This is an optimization exercise on Yosys and OpenROAD, whose aim is small area, a short achievable clock period and few clock cycles per item, not a production implementation.
The RTL was checked by simulation tests, not by an equivalence proof against the original design.

==> flow/design.v, too long to show whole: its modules and the start of the top module <==
// module fsk_goertzel_demod: 809 lines
module fsk_goertzel_demod (
    input  wire        clk,
    input  wire        rst,
    input  wire        in_valid,
    output wire        in_ready,
    input  wire [1:0]  in_cmd,
    input  wire [15:0] in_data,
    input  wire [15:0] cfg_spb,
    input  wire [15:0] cfg_coeff0,
    input  wire [15:0] cfg_coeff1,
    output reg         out_valid,
    output reg  [7:0]  out_byte
);
  // ...
==> flow/run.sh <==
#!/bin/bash
# synth_recipe.tcl (not shown) runs the flow's synth.tcl, then flattens the netlist and writes it again
# the make line also repeats each setting of config.mk as NAME=value (left out here)
make -C /OpenROAD-flow-scripts/flow DESIGN_CONFIG=/design/flow/config.mk WORK_HOME=/design/flow/orfs CLKGATE_MAP_FILE= SYNTH_SCRIPT=/design/flow/synth_recipe.tcl finish
==> flow/config.mk <==
export PLATFORM = sky130hd
export DESIGN_NAME = fsk_goertzel_demod
export DESIGN_NICKNAME = fsk_goertzel_demod
export VERILOG_FILES = /design/flow/design.v
export SDC_FILE = /design/flow/constraint.sdc
export NUM_CORES = 4
export LEC_CHECK = 0
export CAP_MARGIN = 20
export CORE_MARGIN = 2
export CORE_UTILIZATION = 40
export SLEW_MARGIN = 20
==> flow/constraint.sdc <==
create_clock -name core_clock -period 20.0 [get_ports {clk}]
set_input_delay 4.0000 -clock core_clock [delete_from_list [all_inputs] [get_ports {clk}]]
set_output_delay 4.0000 -clock core_clock [all_outputs]
set_load 0.01 [all_outputs]
==> flow_metrics.py, run 1 <==
metrics = {
    "cells_and_area": {
        "regArea_mm2": 0.00914,
        "design.seq.count": 435,
        "nFillCells": 6339,
        "final_cell_mix": "dfxtp_1, nand2_1, inv_1",
        "multi_input_area_share": 0.539,
        "buffers": 112,
        "top_register": "acc",
        "largest_register_ffs": 30,
        "dominant_cells": "multi-input combinational cells",
        "finalNetCount": 3338,
    },
    "worst_setup_path": {
        "reg2reg_slack_ns": 13.71,
        "rr_worst_depth": 18,
        "cp.depth": 18,
        "crit_path_top_delay_cell": "nor4_1",
        "reg2reg_from": "ca[1]",
    },
    "placed_design": {
        "placed_area_mm2": 0.0284,
    },
    "timing": {
        "fin_skew_ns": 0.0176,
        "setup_violations": 0,
        "rsz0062_at_grt": "no",
        "relSlewSlack": 0.293,
        "slew_viol_final": 0,
    },
    "worst_hold_path": {
        "holdCritStartpoint": "s2a[12]",
        "min_to": "s2b[12]",
    },
    "clock_tree": {
        "clkTransAtPathRegs_ns": 0.06,
        "cts_htree_levels": 2,
        "cts_setup_buffers": 0,
        "cts-root-buf": "clkbuf_16",
    },
    "routing": {
        "final_antenna_net_count": 0,
        "routed_wirelength_mm": 73.8,
        "top_layer": "met4",
        "wl_met2_mm": 35.5,
        "dr_wl_met3_mm": 4.01,
    },
    "floorplanning": {
        "core_mm2": 0.0669,
        "die_h_um": 264,
    },
    "synth": {
        "syn-cell-area_mm2": 0.0270,
        "synthMuxAreaShare": 0.0367,
        "synth_most_common_cell": "dfxtp_1",
        "synthTopCellsByArea": "dfxtp_1, fa_1, ha_1",
    },
    "global_route": {
        "grt_pass1_vias": 21600,
    },
    "run_status": {
        "status": "finished clean",
    },
}
Testbench counts, summed over its fixed seeds: cycles 269,736, items 384.
==> run 2: changes to the inputs <==
--- a/flow/design.v
+++ b/flow/design.v
@@ -24,17 +24,17 @@
     reg [23:0] s1a, s2a, s1b, s2b;
     reg [23:0] r1;
     wire [23:0] r1_d;
     wire [23:0] r2;
     reg [5:0]  ec;
     reg [1:0]  ej;
     reg [24:0] m0, m1, m2;
     reg [25:0] d0, d1, d2;
-    reg [29:0] acc;
+    reg [27:0] acc;
     reg        sticky, last8, kill, eida;
     reg        f_ld, f_l4, f_v, f_pz, f_pd, f_ps, f_mc, f_pre, f_dec, f_e2, f_st, f_cl;
     reg        bq_one, bq_two, bq_neg;
     reg [2:0]  bcnt;
     wire st_start = v0 && c0 == 2'd1;
     wire st_end   = v0 && c0 == 2'd2;
     wire st_smp   = v0 && c0 == 2'd0;
     wire do_start = st_start && !active && spb != 16'd0;
@@ -710,28 +710,28 @@
 wire p2_w222 = (p2_w167 & p2_w118) | (p2_w167 & p2_w166) | (p2_w118 & p2_w166);
 wire p2_w223 = p2_pp7_22 ^ p2_w168 ^ p2_w169;
 wire p2_w224 = (p2_pp7_22 & p2_w168) | (p2_pp7_22 & p2_w169) | (p2_w168 & p2_w169);
 wire p2_w225 = s2e[23] ^ p2_pp7_23 ^ p2_w170;
 wire p2_w226 = (s2e[23] & p2_pp7_23) | (s2e[23] & p2_w170) | (p2_pp7_23 & p2_w170);
 wire [37:0] p2_sum = {p2_w224, p2_w223, p2_w220, p2_w218, p2_w216, p2_w214, p2_w212, p2_w210, p2_w208, p2_w206, p2_w204, p2_w202, p2_w200, p2_w198, p2_w196, p2_w194, p2_w192, p2_w190, p2_w188, p2_w186, p2_w184, p2_w182, p2_w180, p2_w178, p2_w176, p2_w174, p2_w172, p2_n5, 1'b0, 1'b0, 1'b0, 1'b0, 1'b0, 1'b0, 1'b0, 1'b0, 1'b0, 1'b0} + {p2_w225, p2_w222, p2_w221, p2_w219, p2_w217, p2_w215, p2_w213, p2_w211, p2_w209, p2_w207, p2_w205, p2_w203, p2_w201, p2_w199, p2_w197, p2_w195, p2_w193, p2_w191, p2_w189, p2_w187, p2_w185, p2_w183, p2_w181, p2_w179, p2_w177, p2_w175, p2_w173, p2_w171, 1'b0, 1'b0, 1'b0, 1'b0, 1'b0, 1'b0, 1'b0, 1'b0, 1'b0, 1'b0};
 assign r2 = p2_sum[37:14];
     wire [1:0]  ej_n = (ec == 6'd6 || ej == 2'd2) ? 2'd0 : ej + 2'd1;
-    wire [29:0] pin = f_pz ? 30'd0 :
-                      f_pd ? {{5{d0[25]}}, d0[25:1]} :
-                      f_ps ? {{2{acc[29]}}, acc[29:2]} : acc;
+    wire [27:0] pin = f_pz ? 28'd0 :
+                      f_pd ? {{3{d0[25]}}, d0[25:1]} :
+                      f_ps ? {{2{acc[27]}}, acc[27:2]} : acc;
     wire [24:0] mc  = f_mc ? {s1b[23], s1b} : m0;
     wire        q_one = f_pre ? !f_l4 : bq_one;
     wire        q_two = f_pre ? f_l4 : bq_two;
     wire        q_neg = f_pre ? (f_l4 | f_v) : (bq_neg ^ f_e2);
-    wire [29:0] mcx = {{5{mc[24]}}, mc};
-    wire [29:0] qsel = q_one ? mcx : q_two ? {mcx[28:0], 1'b0} : 30'd0;
-    wire [29:0] sum = pin + (qsel ^ {30{q_neg}}) + {29'd0, q_neg};
-    wire        d_neg = acc[29];
-    wire        d_pos = !acc[29] && (acc != 30'd0 || sticky);
+    wire [27:0] mcx = {{3{mc[24]}}, mc};
+    wire [27:0] qsel = q_one ? mcx : q_two ? {mcx[26:0], 1'b0} : 28'd0;
+    wire [27:0] sum = pin + (qsel ^ {28{q_neg}}) + {27'd0, q_neg};
+    wire        d_neg = acc[27];
+    wire        d_pos = !acc[27] && (acc != 28'd0 || sticky);
     wire        bit_dec = eida ? d_neg : d_pos;       
     wire        kill_e = kill || (do_end && !last8);
     always @(posedge clk) begin
         s1b <= s1a;
         s2b <= s2a;
         frb <= clr ? 1'b1 : fra;
         s1a <= commit ? (frb ? {{8{xr[15]}}, xr} : r2) : s1b;
         s2a <= commit ? (frb ? 24'd0 : s1b) : s2b;
==> flow/flow/run.sh (new file) <==
#!/bin/bash
# Own layout flow: the standard ORFS flow, with the port buffers chosen as
# buf_2 cells and timing repair aiming at a setup slack well above the 20 ns
# clock's (the clock period and all constraints are unchanged).
set -euo pipefail
export BUFFER_PORTS_ARGS="-buffer_cell sky130_fd_sc_hd__buf_2"
export SETUP_SLACK_MARGIN=15.5
bash standard.sh synth > synth.log 2>&1
bash standard.sh > layout.log 2>&1
==> flow/standard.sh (new file) <==
#!/bin/bash
# synth_recipe.tcl (not shown) runs the flow's synth.tcl, then flattens the netlist and writes it again
# the make line also repeats each setting of config.mk as NAME=value (left out here)
make -C /OpenROAD-flow-scripts/flow DESIGN_CONFIG=/design/flow/config.mk WORK_HOME=/design/flow/orfs CLKGATE_MAP_FILE= SYNTH_SCRIPT=/design/flow/synth_recipe.tcl "${@:-finish}"
removed: flow/run.sh
==> run 2 against run 1 <==
Against the previous run: non-clock buffer count up 143; still clean; die area is 0.46% higher; sequential share of layout area decreased by 3.3 points; register-to-register slack improved by 1.2 ns; worst setup slack improved by 1.2 ns; routed wire length up 7.2%.
==> flow_metrics.py, run 2 <==
metrics = {
    "run_status": {
        "status": "finished clean",
    },
    "timing": {
        "tns_ns": 0,
        "fin_crit_ns": 5.13,
        "rsz0062_at_grt": "yes",
        "relSlewSlack": 0.482,
        "fin_crit_sh": 0.256,
        "fin_skew_ns": 0.0287,
        "fmax_mhz": 195,
        "setup_violations": 0,
        "whs_ns": 0.321,
        "hold_violations": 0,
        "slew_viol_final": 0,
        "tightest_slew_ns": 0.774,
    },
    "worst_setup_path": {
        "crit_path_start_kind": "register",
        "arrival_ns": 1.13,
        "cp_data_required_time_ns": 16.00,
        "path_buf_inv": 1,
        "critical_path.top_delay_family": "flip-flops",
        "crit_fanout": 2,
        "path_cells": "buf_2",
        "reg2reg_slack_ns": 14.95,
        "path_class": "reg -> out",
        "crit_path_top_delay_cell": "edfxtp_1",
        "critPathMaxStageDelay_ns": 0.38,
        "worst_setup_path_end_kind": "primary output",
    },
    "synth": {
        "yosys-top-cells-count": "dfxtp_1, nand2_1, inv_1, xnor2_1, nor2_1",
        "netlist-cell-type-count": 83,
        "synth_most_common_cell": "dfxtp_1",
        "synth_nets": 3341,
        "ys_seq_elements": 433,
        "synth_top_cell_area_share": 0.289,
        "synthTopCellsByArea": "dfxtp_1, fa_1, ha_1",
        "yosysSeqAreaShare": 0.336,
        "synth-edff-count": 42,
        "syn_avg_cell_area_um2": 9.12,
        "synthArstFlopShare": 0,
        "ys_warn_count": 1,
        "yosysTopAreaCell": "dfxtp_1",
        "synth_ff_type": "dfxtp_1",
        "syn-cell-area_mm2": 0.0271,
        "syn_inst": 2970,
    },
    "global_route": {
        "grt_max_degree": 71,
        "grt_antenna_before_repair": 0,
        "grt-ovfl-total": 0,
        "grt_pass1_wl_mm": 122,
        "grt_util_all_layers": 0.221,
        "grt_pass1_vias": 22000,
    },
    "routing": {
        "drtIter0Drc": 1269,
        "avgViaCountPerCell": 5.41,
        "final_antenna_net_count": 0,
        "routed_wirelength_mm": 79.1,
        "vias": 21700,
        "wire_per_inst_um": 19.7,
        "route.detailed.drc": 0,
        "first_pass_iters": 5,
    },
    "placed_design": {
        "placed_cells": 3763,
        "place_congestion": 0.879,
        "io_buffers": 78,
        "dp_hpwl_mm": 55.6,
    },
    "clock_tree": {
        "cts.sinks": 433,
        "cts-root-buf": "clkbuf_16",
        "cts_buffers": 48,
        "cts_htree_levels": 2,
        "cts_buffer_depth": 3,
        "clk_latency_ns": 0.60,
        "hold_buffers": 0,
        "clkTransAtPathRegs_ns": 0.06,
        "cts_tree": "yes",
    },
    "floorplanning": {
        "die-area_mm2": 0.0698,
        "initial_utilization": 0.404,
        "die_h_um": 264,
        "io_pins": 79,
        "die_x_um": 264,
        "rows": 95,
        "core_mm2": 0.0670,
    },
    "cells_and_area": {
        "finalNonFillerCells": 4008,
        "syn2layout_area_growth_pct": 24.6,
        "finalNetCount": 3467,
        "antenna_cells": 0,
        "final_cell_mix": "dfxtp_1, nand2_1, inv_1",
        "drive_gt1_frac": 0.218,
        "nFillCells": 6031,
        "top_register": "acc",
        "reg_top3": "acc (28), d1 (26), d2 (26)",
        "final_common_cell": "dfxtp_1",
        "largest_register_ffs": 28,
    },
    "worst_hold_path": {
        "min_path_type": "reg -> reg",
    },
    "job": {
        "maxCapViolations": 0,
    },
}
==> run 2: cell count changes after synthesis, sizes merged, moves of 9 or more <==
cell    change
inv        -12
nand2b     +15
o21ai      -24
nor2       -25
nand2       -9
a21o       +17
a21oi      -14
and3        -9
nand4       -9
buf        +10
nand3      +13
nand3b     +25
==> run 2: metal layers <==
layer  global-route usage  routed length (um)  vias up
met4               0.0737                2500        0
met2                0.363               36700      658
met5                    0                   0        -
met1                0.296               35400    10600
li1                     -                   -    10300
met3               0.0350                4380      148
==> run 2: worst reg2reg max path, cell delays in order, from the launching register on <==
cell       delay, ns
dfxtp_4         0.36
ha_4            0.16
nor2b_4         0.19
buf_12          0.17
xnor2_2         0.15
o22ai_2         0.14
fa_1            0.52
fa_1            0.54
inv_1           0.05
fa_1            0.53
inv_1           0.06
ha_4            0.24
a21o_1          0.19
a21o_1          0.21
a21o_1          0.23
o2bb2ai_4       0.16
o2111ai_2       0.18
and3_4          0.23
or3b_4          0.38
a211oi_2        0.18
nor2_1          0.05
==> run 2: final timing paths <==
check	to	startpoint	cells past startpoint
worst max-delay path	out_byte[6]	out_byte[6]	1
worst max register to register	r1[22]	ca[4]	20
worst min register to register	s2b[5]	s2a[5]	0
worst min-delay path	s2b[5]	s2a[5]	0
==> run 2: cell families after synthesis <==
family	synth area share
multiplexers	0.0391
AND/OR/NAND/NOR	0.140
XOR/XNOR	0.0999
adder cells (fa/ha/maj)	0.183
AO/OA/AOI/OAI	0.143
buffers and inverters	0.0598
flip-flops	0.336
==> run 2: per-stage QoR <==
stage	util	instance area [um^2]	setup WS, ns
floorplan	-	27600	14.96
global placement	0.423	28400	14.39
detailed placement	0.423	28400	14.30
CTS	0.485	32500	14.82
global route	0.503	33700	14.80
finish	0.503	33700	14.87
==> run 2: layout make-up <==
cell class,count,area [um^2],area share
Clock buffer,65,1400,0.0414
Clock inverter,24,295,0.00875
Inverter,237,905,0.0268
Multi-Input combinational cell,2117,18600,0.550
Sequential cell,433,9140,0.271
Tap cell,873,1090,0.0324
Timing Repair Buffer,255,2340,0.0693
Timing Repair inverter,4,25.0,0.000741
==> run 2: timing repair <==
item                       in CTS  in global routing
pin swaps                      72                109
setup endpoints to repair      86                 73
gates resized for setup       273                165
gates cloned                   15                  1
buffers inserted               91                 49
Testbench counts of run 2, summed over its fixed seeds: cycles 269,736, items 384.
==> run 3: changes to the inputs <==
--- a/flow/flow/run.sh
+++ b/flow/flow/run.sh
@@ -4,6 +4,6 @@
 # clock's (the clock period and all constraints are unchanged).
 set -euo pipefail
 export BUFFER_PORTS_ARGS="-buffer_cell sky130_fd_sc_hd__buf_2"
-export SETUP_SLACK_MARGIN=15.5
+export SETUP_SLACK_MARGIN=15
 bash standard.sh synth > synth.log 2>&1
 bash standard.sh > layout.log 2>&1
==> run 3 against run 2 <==
Against the previous run: synthesized cell count did not move; routed wire length is 4.6% lower; design area down 6.3%; non-clock buffer count is 85 lower; critical path type unchanged; highest routed layer unchanged.
==> flow_metrics.py, run 3 <==
metrics = {
    "run_status": {
        "status": "finished clean",
    },
    "synth": {
        "yosysSeqAreaShare": 0.336,
        "synth_top_cell_area_share": 0.289,
        "synth_nets": 3341,
        "synth_ff_type": "dfxtp_1",
        "netlist-cell-type-count": 83,
        "yosys-top-cells-count": "dfxtp_1, nand2_1, inv_1, xnor2_1, nor2_1",
        "synth-edff-count": 42,
        "synth_most_common_cell": "dfxtp_1",
        "yosysTopAreaCell": "dfxtp_1",
        "synthArstFlopShare": 0,
        "syn_avg_cell_area_um2": 9.12,
        "syn-cell-area_mm2": 0.0271,
        "ys_warn_count": 1,
        "synthTopCellsByArea": "dfxtp_1, fa_1, ha_1",
        "ys_seq_elements": 433,
        "syn_inst": 2970,
    },
    "timing": {
        "fin_crit_ns": 5.20,
        "tightest_slew_ns": 1.01,
        "slew_viol_final": 0,
        "fmax_mhz": 192,
        "tns_ns": 0,
        "setup_violations": 0,
        "hold_violations": 0,
        "rsz0062_at_grt": "yes",
        "fin_skew_ns": 0.0208,
        "fin_crit_sh": 0.260,
        "relSlewSlack": 0.317,
    },
    "routing": {
        "first_pass_iters": 5,
        "vias": 21100,
        "final_antenna_net_count": 0,
        "avgViaCountPerCell": 5.39,
        "drtIter0Drc": 1320,
        "routed_wirelength_mm": 75.4,
        "wire_per_inst_um": 19.3,
        "route.detailed.drc": 0,
    },
    "floorplanning": {
        "die-area_mm2": 0.0698,
        "die_h_um": 264,
        "rows": 95,
        "io_pins": 79,
        "initial_utilization": 0.404,
        "die_x_um": 264,
        "core_mm2": 0.0670,
    },
    "clock_tree": {
        "cts_tree": "yes",
        "clk_latency_ns": 0.60,
        "cts_buffers": 47,
        "cts_buffer_depth": 3,
        "cts-root-buf": "clkbuf_16",
        "cts.sinks": 433,
        "clkTransAtPathRegs_ns": 0.06,
        "hold_buffers": 0,
        "cts_htree_levels": 2,
    },
    "cells_and_area": {
        "reg_top3": "acc (28), d1 (26), d2 (26)",
        "top_register": "acc",
        "finalNetCount": 3376,
        "final_cell_mix": "dfxtp_1, nand2_1, inv_1",
        "nFillCells": 6303,
        "drive_gt1_frac": 0.143,
        "multi_input_area_mm2": 0.0174,
        "syn2layout_area_growth_pct": 16.7,
        "largest_register_ffs": 28,
        "final_common_cell": "dfxtp_1",
        "antenna_cells": 0,
        "regArea_mm2": 0.00912,
    },
    "global_route": {
        "grt_antenna_before_repair": 2,
        "grt_util_all_layers": 0.211,
        "grt_pass1_wl_mm": 117,
        "grt_pass1_vias": 21100,
        "grt_max_degree": 71,
        "grt-ovfl-total": 0,
    },
    "worst_hold_path": {
        "min_path_type": "reg -> reg",
    },
    "worst_setup_path": {
        "reg2reg_slack_ns": 14.96,
        "cp_data_required_time_ns": 16.00,
        "arrival_ns": 1.20,
        "crit_path_start_kind": "register",
        "path_class": "reg -> out",
        "worst_setup_path_end_kind": "primary output",
        "crit_fanout": 2,
    },
    "placed_design": {
        "place_congestion": 0.938,
        "io_buffers": 78,
        "dp_hpwl_mm": 54.9,
    },
    "job": {
        "maxCapViolations": 0,
    },
}
run 3: cell counts after synthesis:
Identical to the previous run, type by type.
run 3: final cells by class:
| cell class | instances | share of cell area |
|---|---|---|
| inverters | 237 | 0.0286 |
| repair inverters | 4 | 0.000792 |
| clock inverters | 19 | 0.00910 |
| clock buffers | 67 | 0.0438 |
| flip-flops and latches | 433 | 0.289 |
| well taps | 873 | 0.0346 |
| repair buffers | 170 | 0.0455 |
| multi-input cells | 2112 | 0.549 |
run 3: what timing repair did:
action | CTS | global route
endpoints found under the setup margin | 64 | 58
pin swaps | 28 | 34
resized for setup | 106 | 119
endpoints found under the hold margin | 0 | 0
gates cloned | 12 | 3
buffers inserted | 23 | 23
run 3: logic make-up (layout without fill, tap and decap cells):
family / count (synthesis) / after routing / share of synthesized area
AO/OA/AOI/OAI: 610 / 610 / 0.143
XOR/XNOR: 309 / 309 / 0.0999
adder cells (fa/ha/maj): 302 / 302 / 0.183
buffers and inverters: 425 / 497 / 0.0598
flip-flops: 433 / 433 / 0.336
multiplexers: 105 / 105 / 0.0391
AND/OR/NAND/NOR: 786 / 786 / 0.140
run 3: path summary, 6_finish.rpt:
path | from | to | cells past startpoint
setup / recovery | rdy | in_ready | 2
hold / removal | s2a[16] | s2b[16] | 0
setup reg to reg | ca[1] | r1[22] | 20
hold reg to reg | s2a[16] | s2b[16] | 0
run 3: per-layer routing:
| metal | global-route usage | part of all wire | routed length, um |
|---|---|---|---|
| met2 | 0.349 | 0.47 | 35300 |
| met5 | 0 | 0 | 0 |
| met1 | 0.280 | 0.45 | 33700 |
| met4 | 0.0792 | 0.037 | 2790 |
| met3 | 0.0273 | 0.047 | 3580 |
run 3: critical path, cell delays in order, from the launching register on:
cell	delay [ns]
dfxtp_4	0.35
buf_12	0.13
buf_6	0.11
run 3: through the flow:
stage	cells	utilization	cell area [um^2]	hold slack [ns]	setup WS [ns]
2_1_floorplan	2970	-	27100	0.310	14.95
3_3_place_gp	3768	0.420	28200	0.310	14.40
3_5_place_dp	3768	0.420	28200	0.312	14.37
4_1_cts	3889	0.459	30700	0.303	14.77
5_1_grt	3915	0.472	31600	0.316	14.78
6_report	3915	0.472	31600	0.310	14.80
==> run 4: changes to the inputs <==
--- a/flow/flow/run.sh
+++ b/flow/flow/run.sh
@@ -4,6 +4,6 @@
 # clock's (the clock period and all constraints are unchanged).
 set -euo pipefail
 export BUFFER_PORTS_ARGS="-buffer_cell sky130_fd_sc_hd__buf_2"
-export SETUP_SLACK_MARGIN=15
+export SETUP_SLACK_MARGIN=14
 bash standard.sh synth > synth.log 2>&1
 bash standard.sh > layout.log 2>&1
==> run 4 against run 3 <==
Against the previous run: sequential share of layout area up 1.7 points; routed wire length down 6.3%; critical path depth up 16; still clean; worst setup slack worse by 0.42 ns; design area down 5.9%.
==> flow_metrics.py, run 4 <==
metrics = {
    "placed_design": {
        "io_buffers": 78,
        "placed_cells": 3768,
        "dp_hpwl_mm": 54.7,
        "place_congestion": 0.938,
    },
    "cells_and_area": {
        "finalNonFillerCells": 3855,
        "final_cell_mix": "dfxtp_1, nand2_1, inv_1",
        "final_common_cell": "dfxtp_1",
        "top_register": "acc",
        "drive_gt1_frac": 0.0768,
        "finalNetCount": 3315,
        "nFillCells": 6459,
        "syn2layout_area_growth_pct": 9.87,
        "multi_input_area_mm2": 0.0164,
        "reg_top3": "acc (28), d1 (26), d2 (26)",
        "regArea_mm2": 0.00910,
        "largest_register_ffs": 28,
    },
    "floorplanning": {
        "die_h_um": 264,
        "die_x_um": 264,
        "core_mm2": 0.0670,
        "io_pins": 79,
        "rows": 95,
        "initial_utilization": 0.404,
        "die-area_mm2": 0.0698,
    },
    "global_route": {
        "grt_max_degree": 65,
        "grt_pass1_vias": 20800,
        "grt-ovfl-total": 0,
        "met1_usage": 0.275,
        "top_usage_layer": "met2",
        "grt_pass1_wl_mm": 113,
        "use_met2": 0.328,
        "grt_util_met3": 0.0288,
        "grt_util_all_layers": 0.202,
        "grt_antenna_before_repair": 1,
    },
    "routing": {
        "drtIter0Drc": 1178,
        "first_pass_iters": 5,
        "wire_per_inst_um": 18.3,
        "avgViaCountPerCell": 5.32,
        "routed_wirelength_mm": 70.7,
        "vias": 20500,
        "route.detailed.drc": 0,
        "final_antenna_net_count": 0,
    },
    "synth": {
        "synth-edff-count": 42,
        "syn_avg_cell_area_um2": 9.12,
        "syn_inst": 2970,
        "synth_ff_type": "dfxtp_1",
        "synthArstFlopShare": 0,
        "yosysTopAreaCell": "dfxtp_1",
        "yosysSeqAreaShare": 0.336,
        "ys_warn_count": 1,
        "syn-cell-area_mm2": 0.0271,
        "yosys-top-cells-count": "dfxtp_1, nand2_1, inv_1, xnor2_1, nor2_1",
        "netlist-cell-type-count": 83,
        "synthTopCellsByArea": "dfxtp_1, fa_1, ha_1",
        "synth_most_common_cell": "dfxtp_1",
        "synth_nets": 3341,
        "synth_top_cell_area_share": 0.289,
        "ys_seq_elements": 433,
    },
    "worst_setup_path": {
        "path_cells": "ha_1 -> inv_1 -> o22ai_1 -> fa_1 -> inv_1 -> fa_1 -> fa_1 -> inv_1 -> ha_1 -> and3_1 -> o211ai_1 -> o211a_1 -> a211oi_1 -> nor2_1 -> o21bai_1 -> a21bo_2 -> a21oi_1 -> xnor2_1",
        "path_class": "reg -> reg",
        "crit_path_start_kind": "register",
        "crit_path_top_delay_cell": "a211oi_1",
        "crit_fanout": 22,
        "rr_worst_depth": 18,
        "crit_start": "ca[3]",
        "reg2reg_from": "ca[3]",
        "critPathMaxStageDelay_ns": 0.66,
        "worst_setup_path_end_kind": "register",
        "cp_data_required_time_ns": 20.47,
        "arrival_ns": 6.09,
    },
    "run_status": {
        "status": "finished clean",
    },
    "timing": {
        "fin_crit_ns": 5.62,
        "setup_violations": 0,
        "relSlewSlack": 0.451,
        "slew_viol_final": 0,
        "fin_skew_ns": 0.0277,
        "fmax_mhz": 178,
        "rsz0062_at_grt": "no",
        "hold_violations": 0,
        "tns_ns": 0,
        "fin_crit_sh": 0.281,
        "tightest_slew_ns": 0.823,
    },
    "clock_tree": {
        "cts-root-buf": "clkbuf_16",
        "cts_buffers": 47,
        "cts_tree": "yes",
        "cts_htree_levels": 2,
        "clkTransAtPathRegs_ns": 0.06,
        "cts.sinks": 433,
        "cts_buffer_depth": 3,
        "hold_buffers": 0,
        "clk_latency_ns": 0.61,
    },
    "job": {
        "maxCapViolations": 0,
    },
    "worst_hold_path": {
        "min_path_cells": 0,
        "holdCritStartpoint": "s2a[17]",
        "min_path_type": "reg -> reg",
    },
}
run 4: cell counts after synthesis:
No cell type changed its count.
run 4: layer usage:
| metal | up-vias | routed length [um] |
|---|---|---|
| met5 | - | 0 |
| met4 | 0 | 2280 |
| met3 | 122 | 3530 |
| met2 | 431 | 32300 |
| met1 | 9941 | 32600 |
| li1 | 10000 | - |
run 4: area by class of cell:
class | instances | share of cell area
timing repair buffer | 113 | 0.0220
tap | 873 | 0.0367
sequential | 433 | 0.306
inverter | 237 | 0.0299
clock inverter | 22 | 0.00929
antenna | 1 | 0.0000841
multi-input combinational | 2112 | 0.551
clock buffer | 64 | 0.0451
run 4: path summary, 6_finish.rpt:
path	slack, ns	to
max	14.38	r1[19]
min	0.30	s2b[17]
max reg2reg	14.38	r1[19]
min reg2reg	0.30	s2b[17]
run 4: logic make-up after synthesis:
family | count (synthesis) | share of synthesized area
and+or+nand+nor | 786 | 0.140
AOI/OAI and AO/OA | 610 | 0.143
DFF | 433 | 0.336
buffers and inverters | 425 | 0.0598
xor gates and xnor gates | 309 | 0.0999
adders and majority gates | 302 | 0.183
muxes | 105 | 0.0391
run 4: worst max-delay path, delay by kind of cell, from the launching register on:
kind | cells | cell delay [ns]
xor gates and xnor gates | 1 | 0.13
DFF | 1 | 0.42
buffers and inverters | 3 | 0.63
adders and majority gates | 5 | 2.22
and+or+nand+nor | 2 | 0.26
AOI/OAI and AO/OA | 7 | 1.83
run 4: repair_timing:
item,4_1_cts,5_1_grt
gates resized for setup,0,1
endpoints found under the setup margin,0,1
setup buffers,0,0
run 4: metrics by stage:
stage	hold slack, ns	utilization	area [um^2]	setup WS [ns]
finish	0.302	0.444	29800	14.38
floorplan	0.310	-	27100	14.49
global route	0.305	0.444	29700	14.04
CTS	0.307	0.444	29700	14.36
global placement	0.309	0.420	28100	14.40
detailed placement	0.312	0.420	28100	14.37
==> run 5: changes to the inputs <==
--- a/flow/flow/run.sh
+++ b/flow/flow/run.sh
@@ -4,6 +4,6 @@
 # clock's (the clock period and all constraints are unchanged).
 set -euo pipefail
 export BUFFER_PORTS_ARGS="-buffer_cell sky130_fd_sc_hd__buf_2"
-export SETUP_SLACK_MARGIN=14
+export SETUP_SLACK_MARGIN=14.25
 bash standard.sh synth > synth.log 2>&1
 bash standard.sh > layout.log 2>&1
==> run 5 against run 4 <==
Against the previous run: still clean on timing, DRC and antenna; routed wire length grew 0.12%; non-clock buffer count is the same; clock skew is essentially flat; flip-flop and latch count is the same; area after synthesis is the same; count of clock-buffer cells in the layout is the same; critical path depth shrank 16; register-to-register slack gained 0.20 ns; fmax grew 3.1%; critical endpoint is now in_ready; highest routed layer unchanged.
==> flow_metrics.py, run 5 <==
metrics = {
    "worst_setup_path": {
        "path_class": "reg -> out",
        "path_cells": "buf_4 -> buf_2",
        "crit_fanout": 18,
        "worst_setup_path_end_kind": "primary output",
        "rr_worst_depth": 16,
        "crit_path_top_delay_cell": "buf_4",
        "critical_path.top_delay_family": "buffers and inverters",
        "path_buf_inv": 2,
        "reg2reg_slack_ns": 14.58,
        "cp_data_required_time_ns": 16.00,
        "critPathMaxStageDelay_ns": 0.32,
        "r2r-end": "d2[23]",
        "crit_path_start_kind": "register",
        "reg2reg_from": "frb",
        "arrival_ns": 1.45,
    },
    "synth": {
        "synth-edff-count": 42,
        "synthArstFlopShare": 0,
        "ys_warn_count": 1,
        "yosysTopAreaCell": "dfxtp_1",
        "ys_seq_elements": 433,
        "yosys-top-cells-count": "dfxtp_1, nand2_1, inv_1, xnor2_1, nor2_1",
        "synth_ff_type": "dfxtp_1",
        "syn_inst": 2970,
        "synth_nets": 3341,
        "netlist-cell-type-count": 83,
        "syn_avg_cell_area_um2": 9.12,
        "synthTopCellsByArea": "dfxtp_1, fa_1, ha_1",
        "syn-cell-area_mm2": 0.0271,
        "synth_top_cell_area_share": 0.289,
        "yosysSeqAreaShare": 0.336,
        "synth_most_common_cell": "dfxtp_1",
    },
    "routing": {
        "routed_wirelength_mm": 70.8,
        "vias": 20600,
        "drtIter0Drc": 1108,
        "route.detailed.drc": 0,
        "wire_per_inst_um": 18.4,
        "final_antenna_net_count": 0,
        "first_pass_iters": 6,
        "avgViaCountPerCell": 5.33,
    },
    "worst_hold_path": {
        "holdCritStartpoint": "s2a[17]",
        "min_to": "s2b[17]",
        "min_path_type": "reg -> reg",
        "min_path_cells": 0,
    },
    "timing": {
        "rsz0062_at_grt": "yes",
        "fin_skew_ns": 0.0278,
        "fin_crit_sh": 0.273,
        "setup_violations": 0,
        "relSlewSlack": 0.453,
        "fin_crit_ns": 5.45,
        "slew_viol_final": 0,
        "fmax_mhz": 183,
        "tns_ns": 0,
        "hold_violations": 0,
        "tightest_slew_ns": 0.821,
        "layout_setup_ws_ns": 14.55,
    },
    "cells_and_area": {
        "final_cell_mix": "dfxtp_1, nand2_1, inv_1",
        "drive_gt1_frac": 0.0795,
        "regArea_mm2": 0.00910,
        "antenna_cells": 0,
        "multi_input_area_mm2": 0.0164,
        "syn2layout_area_growth_pct": 10.0,
        "finalNetCount": 3316,
        "largest_register_ffs": 28,
        "nFillCells": 6456,
        "top_register": "acc",
        "final_common_cell": "dfxtp_1",
        "reg_top3": "acc (28), d1 (26), d2 (26)",
    },
    "clock_tree": {
        "cts_htree_levels": 2,
        "cts.sinks": 433,
        "cts_tree": "yes",
        "hold_buffers": 0,
        "clkTransAtPathRegs_ns": 0.06,
        "cts_buffer_depth": 3,
        "cts_buffers": 47,
        "cts_resized": 0,
        "cts-root-buf": "clkbuf_16",
        "clk_latency_ns": 0.61,
        "cts_setup_buffers": 0,
    },
    "floorplanning": {
        "die_h_um": 264,
        "die_x_um": 264,
        "core_mm2": 0.0670,
        "io_pins": 79,
        "rows": 95,
        "initial_utilization": 0.404,
        "die-area_mm2": 0.0698,
    },
    "placed_design": {
        "pre_cts_ws_ns": 14.37,
        "place_congestion": 0.938,
        "dp_hpwl_mm": 54.7,
        "io_buffers": 78,
    },
    "global_route": {
        "grt_pass1_wl_mm": 113,
        "grt_antenna_before_repair": 1,
        "grt_util_all_layers": 0.202,
        "grt_max_degree": 65,
        "grt_pass1_vias": 20800,
        "grt-ovfl-total": 0,
    },
    "run_status": {
        "status": "finished clean",
    },
    "job": {
        "maxCapViolations": 0,
    },
}
==> run 5: changes by cell type in the layout (fill, tap and decap cells not counted), moves of 2 or more <==
cell | previous run | this run
buf_4 | 35 | 33
buf_6 | 0 | 2
clkinvlp_4 | 3 | 5
ha_1 | 146 | 144
ha_2 | 0 | 2
inv_1 | 236 | 234
==> run 5: through the flow <==
| step | util | area (um^2) | hold WS (ns) | cells |
|---|---|---|---|---|
| 6_report | 0.444 | 29800 | 0.302 | 3855 |
| 5_1_grt | 0.444 | 29800 | 0.305 | 3855 |
| 4_1_cts | 0.444 | 29700 | 0.307 | 3854 |
| 3_5_place_dp | 0.420 | 28100 | 0.312 | 3768 |
| 3_3_place_gp | 0.420 | 28100 | 0.309 | 3768 |
| 2_1_floorplan | - | 27100 | 0.310 | 2970 |
==> run 5: layout make-up <==
cell class / instances / share of cell area
sequential: 433 / 0.305
inverter: 237 / 0.0301
multi-input combinational: 2112 / 0.551
clock buffer: 64 / 0.0450
timing repair buffer: 113 / 0.0222
timing repair inverter: 1 / 0.000168
tap: 873 / 0.0367
clock inverter: 22 / 0.00928
==> run 5: kinds of logic (layout without fill, tap and decap cells) <==
kind of cell / Yosys count / in the layout / synth area share
flip-flops: 433 / 433 / 0.336
AND/OR/NAND/NOR: 786 / 786 / 0.140
XOR/XNOR: 309 / 309 / 0.0999
multiplexers: 105 / 105 / 0.0391
buffers and inverters: 425 / 437 / 0.0598
AO/OA/AOI/OAI: 610 / 610 / 0.143
adder cells (fa/ha/maj): 302 / 302 / 0.183
==> run 5: how the worst max path moves through the flow <==
stage / end / start / slack (ns) / depth (start not counted)
after floorplan: r1[22] / ca[3] / 14.49 / 21
after global placement: d2[18] / cb[9] / 14.40 / 17
after detailed placement: d2[18] / cb[9] / 14.37 / 17
after CTS: d2[18] / cb[9] / 14.36 / 17
after global routing: d2[18] / cb[11] / 14.22 / 16
final: in_ready / rdy / 14.55 / 2
==> run 5: layer usage <==
metal	global-route usage	vias to the layer above	share of wire	routed length (um)
li1	-	10000	-	-
met1	0.275	9952	0.46	32600
met2	0.328	465	0.46	32300
met3	0.0288	126	0.049	3480
met4	0.0716	0	0.033	2320
met5	0	-	0	0
==> run 6: changes to the inputs <==
--- a/flow/flow/run.sh
+++ b/flow/flow/run.sh
@@ -4,6 +4,6 @@
 # clock's (the clock period and all constraints are unchanged).
 set -euo pipefail
 export BUFFER_PORTS_ARGS="-buffer_cell sky130_fd_sc_hd__buf_2"
-export SETUP_SLACK_MARGIN=14.25
+export SETUP_SLACK_MARGIN=14.5
 bash standard.sh synth > synth.log 2>&1
 bash standard.sh > layout.log 2>&1
==> run 6 against run 5 <==
Against the previous run: flip-flop and latch count stayed put; final cell count is 0.23% higher; routed wire length is 1.5% higher; register-to-register slack better by 0.13 ns; clock skew is 0.0055 ns lower; non-clock buffer count is 5 higher; critical path type unchanged; critical endpoint unchanged.
==> flow_metrics.py, run 6 <==
metrics = {
    "run_status": {
        "status": "finished clean",
    },
    "global_route": {
        "grt_max_degree": 67,
        "grt-ovfl-total": 0,
        "grt_pass1_vias": 21100,
        "grt_antenna_before_repair": 3,
        "grt_util_all_layers": 0.205,
        "grt_pass1_wl_mm": 114,
    },
    "worst_setup_path": {
        "cp.depth": 2,
        "crit_start": "rdy",
        "r2r-end": "r1[22]",
        "rr_worst_depth": 20,
        "path_class": "reg -> out",
        "worst_setup_path_end_kind": "primary output",
        "crit_fanout": 18,
        "crit_path_start_kind": "register",
        "reg2reg_from": "ca[3]",
        "cp_data_required_time_ns": 16.00,
        "arrival_ns": 1.40,
        "crit_path_top_delay_cell": "dfxtp_1",
        "path_cells": "buf_6 -> buf_2",
        "reg2reg_slack_ns": 14.71,
        "cp-endpoint": "in_ready",
        "critical_path.top_delay_family": "buffers and inverters",
        "path_buf_inv": 2,
        "critPathMaxStageDelay_ns": 0.34,
    },
    "routing": {
        "routed_wirelength_mm": 71.8,
        "vias": 20700,
        "drtIter0Drc": 1211,
        "wire_per_inst_um": 18.6,
        "final_antenna_net_count": 0,
        "route.detailed.drc": 0,
        "first_pass_iters": 5,
        "avgViaCountPerCell": 5.36,
    },
    "timing": {
        "fin_crit_ns": 5.40,
        "slew_viol_final": 0,
        "setup_violations": 0,
        "tightest_slew_ns": 0.717,
        "hold_violations": 0,
        "rsz0062_at_grt": "yes",
        "tns_ns": 0,
        "fin_skew_ns": 0.0223,
        "fmax_mhz": 185,
        "relSlewSlack": 0.518,
        "fin_crit_sh": 0.270,
    },
    "cells_and_area": {
        "multi_input_area_mm2": 0.0165,
        "largest_register_ffs": 28,
        "nFillCells": 6428,
        "fin_area_mm2": 0.0302,
        "final_cell_mix": "dfxtp_1, nand2_1, inv_1",
        "reg_top3": "acc (28), d1 (26), d2 (26)",
        "final_common_cell": "dfxtp_1",
        "syn2layout_area_growth_pct": 11.6,
        "top_register": "acc",
        "drive_gt1_frac": 0.0876,
        "finalNonFillerCells": 3864,
        "regArea_mm2": 0.00910,
        "finalNetCount": 3323,
    },
    "synth": {
        "syn_avg_cell_area_um2": 9.12,
        "synth-edff-count": 42,
        "yosys.area_share.simple": 0.140,
        "synthArstFlopShare": 0,
        "synth_compound_area_frac": 0.143,
        "synth_most_common_cell": "dfxtp_1",
        "synthTopCellsByArea": "dfxtp_1, fa_1, ha_1",
        "synth_top_cell_area_share": 0.289,
        "ys_seq_elements": 433,
        "synthMuxAreaShare": 0.0391,
        "synth_nets": 3341,
        "synthAdderAreaFrac": 0.183,
        "synth_ff_type": "dfxtp_1",
        "synth_top_family_by_area": "adder cells",
        "yosysSeqAreaShare": 0.336,
        "ys_warn_count": 1,
        "syn-cell-area_mm2": 0.0271,
        "synth_xor_area_frac": 0.0999,
        "yosys-top-cells-count": "dfxtp_1, nand2_1, inv_1, xnor2_1, nor2_1",
        "netlist-cell-type-count": 83,
        "syn_inst": 2970,
        "yosysTopAreaCell": "dfxtp_1",
    },
    "clock_tree": {
        "clk_latency_ns": 0.61,
        "cts_htree_levels": 2,
        "clkTransAtPathRegs_ns": 0.06,
        "hold_buffers": 0,
        "cts-root-buf": "clkbuf_16",
        "cts_buffer_depth": 3,
        "cts_tree": "yes",
        "cts_buffers": 48,
        "cts.sinks": 433,
    },
    "floorplanning": {
        "io_pins": 79,
        "die-area_mm2": 0.0698,
        "rows": 95,
        "core_mm2": 0.0670,
        "die_x_um": 264,
        "die_h_um": 264,
        "initial_utilization": 0.404,
    },
    "worst_hold_path": {
        "min_path_type": "reg -> reg",
        "min_path_cells": 0,
    },
    "placed_design": {
        "io_buffers": 78,
        "placed_cells": 3768,
        "dp_hpwl_mm": 54.9,
        "placed_area_mm2": 0.0281,
        "place_congestion": 0.936,
    },
    "job": {
        "maxCapViolations": 0,
    },
}
run 6: what timing repair did:
action / 4_1_cts / 5_1_grt
gates cloned: 1 / 2
setup buffers: 0 / 4
setup endpoints to repair: 14 / 34
pin swaps: 0 / 0
resized for setup: 7 / 36
run 6: kinds of logic after synthesis:
group / after synthesis
buffers and inverters: 425
AO/OA/AOI/OAI: 610
flip-flops: 433
AND/OR/NAND/NOR: 786
adder cells (fa/ha/maj): 302
multiplexers: 105
XOR/XNOR: 309
run 6: how the worst min path moves through the flow:
| stage | to | start |
|---|---|---|
| after global routing | m0[16] | m1[16] |
| after detailed placement | d0[7] | d1[7] |
| final | d0[3] | d1[3] |
| after floorplan | d0[10] | d1[10] |
| after global placement | m1[24] | m2[24] |
| after CTS | m1[8] | m2[8] |
run 6: metrics by stage:
stage,setup WS (ns),util,hold WS [ns]
2_1_floorplan,14.54,-,0.310
3_3_place_gp,14.39,0.420,0.310
3_5_place_dp,14.35,0.420,0.312
4_1_cts,14.52,0.448,0.322
5_1_grt,14.50,0.451,0.328
6_report,14.60,0.451,0.320
run 6: worst register-to-register path: stages (launching register included):
cell and delay [ns]:
dfxtp_2 0.35, ha_2 0.20, nor2b_4 0.20, buf_12 0.19, xnor2_1 0.19, o22ai_1 0.15, fa_1 0.52, fa_1 0.54
inv_1 0.06, fa_1 0.53, inv_1 0.04, ha_1 0.34, a21o_1 0.20, a21o_1 0.19, a21o_1 0.21, o2bb2ai_2 0.17
o2111ai_1 0.20, and3_1 0.23, or3b_1 0.37, a211oi_1 0.23, nor2_1 0.06
run 6: final cells by class:
type | count | share of cell area
Antenna cell | 1 | 0.0000828
Clock buffer | 59 | 0.0459
Clock inverter | 29 | 0.0163
Inverter | 237 | 0.0299
Multi-Input combinational cell | 2112 | 0.545
Sequential cell | 433 | 0.301
Tap cell | 873 | 0.0361
Timing Repair Buffer | 118 | 0.0255
Timing Repair inverter | 2 | 0.000331
run 6: routing by layer:
| metal | GRT usage | up-vias | share of wire |
|---|---|---|---|
| met5 | 0 | - | 0.00017 |
| met4 | 0.0846 | 2 | 0.039 |
| met3 | 0.0262 | 141 | 0.048 |
| met2 | 0.330 | 545 | 0.45 |
| met1 | 0.277 | 9995 | 0.46 |
| li1 | - | 10000 | - |

separate check: timing with driven ports:
Ports are ideal in the flow. The routed layouts listed here were re-timed in OpenROAD.
Step 1 (the two cells are an assumption about what drives the block):
set clk [get_ports {clk}]
set_driving_cell -lib_cell sky130_fd_sc_hd__clkbuf_16 $clk
set_driving_cell -lib_cell sky130_fd_sc_hd__buf_2 [delete_from_list [all_inputs] $clk]
Step 2 also shifts input and output timing later by t, the mid clock arrival at the registers, as if the neighbouring blocks saw the same clock.
Three values: no drivers, after step 1, after step 2; two values: the first two.
run | t (ns) | setup WS [ns] | worst hold slack (ns) | worst setup path at the end | worst data-port slew with drivers (ns)
run 1 | 0.653 | 13.712 / 13.712 / 13.712 | 0.319 / 0.319 / 0.319 | register to register | 0.04
run 2 | 0.647 | 14.871 / 14.812 / 14.839 | 0.321 / 0.321 / 0.321 | input to register | 0.06
run 3 | 0.649 | 14.803 / 14.746 / 14.635 | 0.310 / 0.310 / 0.310 | input to register | 0.06
run 4 | 0.649 | 14.379 / 14.379 / 14.379 | 0.302 / 0.302 / 0.302 | register to register | 0.06
run 5 | 0.650 | 14.548 / 14.492 / 14.542 | 0.302 / 0.302 / 0.302 | input to register | 0.06
run 6 | 0.652 | 14.597 / 14.539 / 14.522 | 0.320 / 0.320 / 0.320 | input to register | 0.05
After both steps every run listed still meets setup and hold. The setup slack of run 3, which loses most, moves by -0.057 ns with the drivers and by -0.168 ns with both steps.
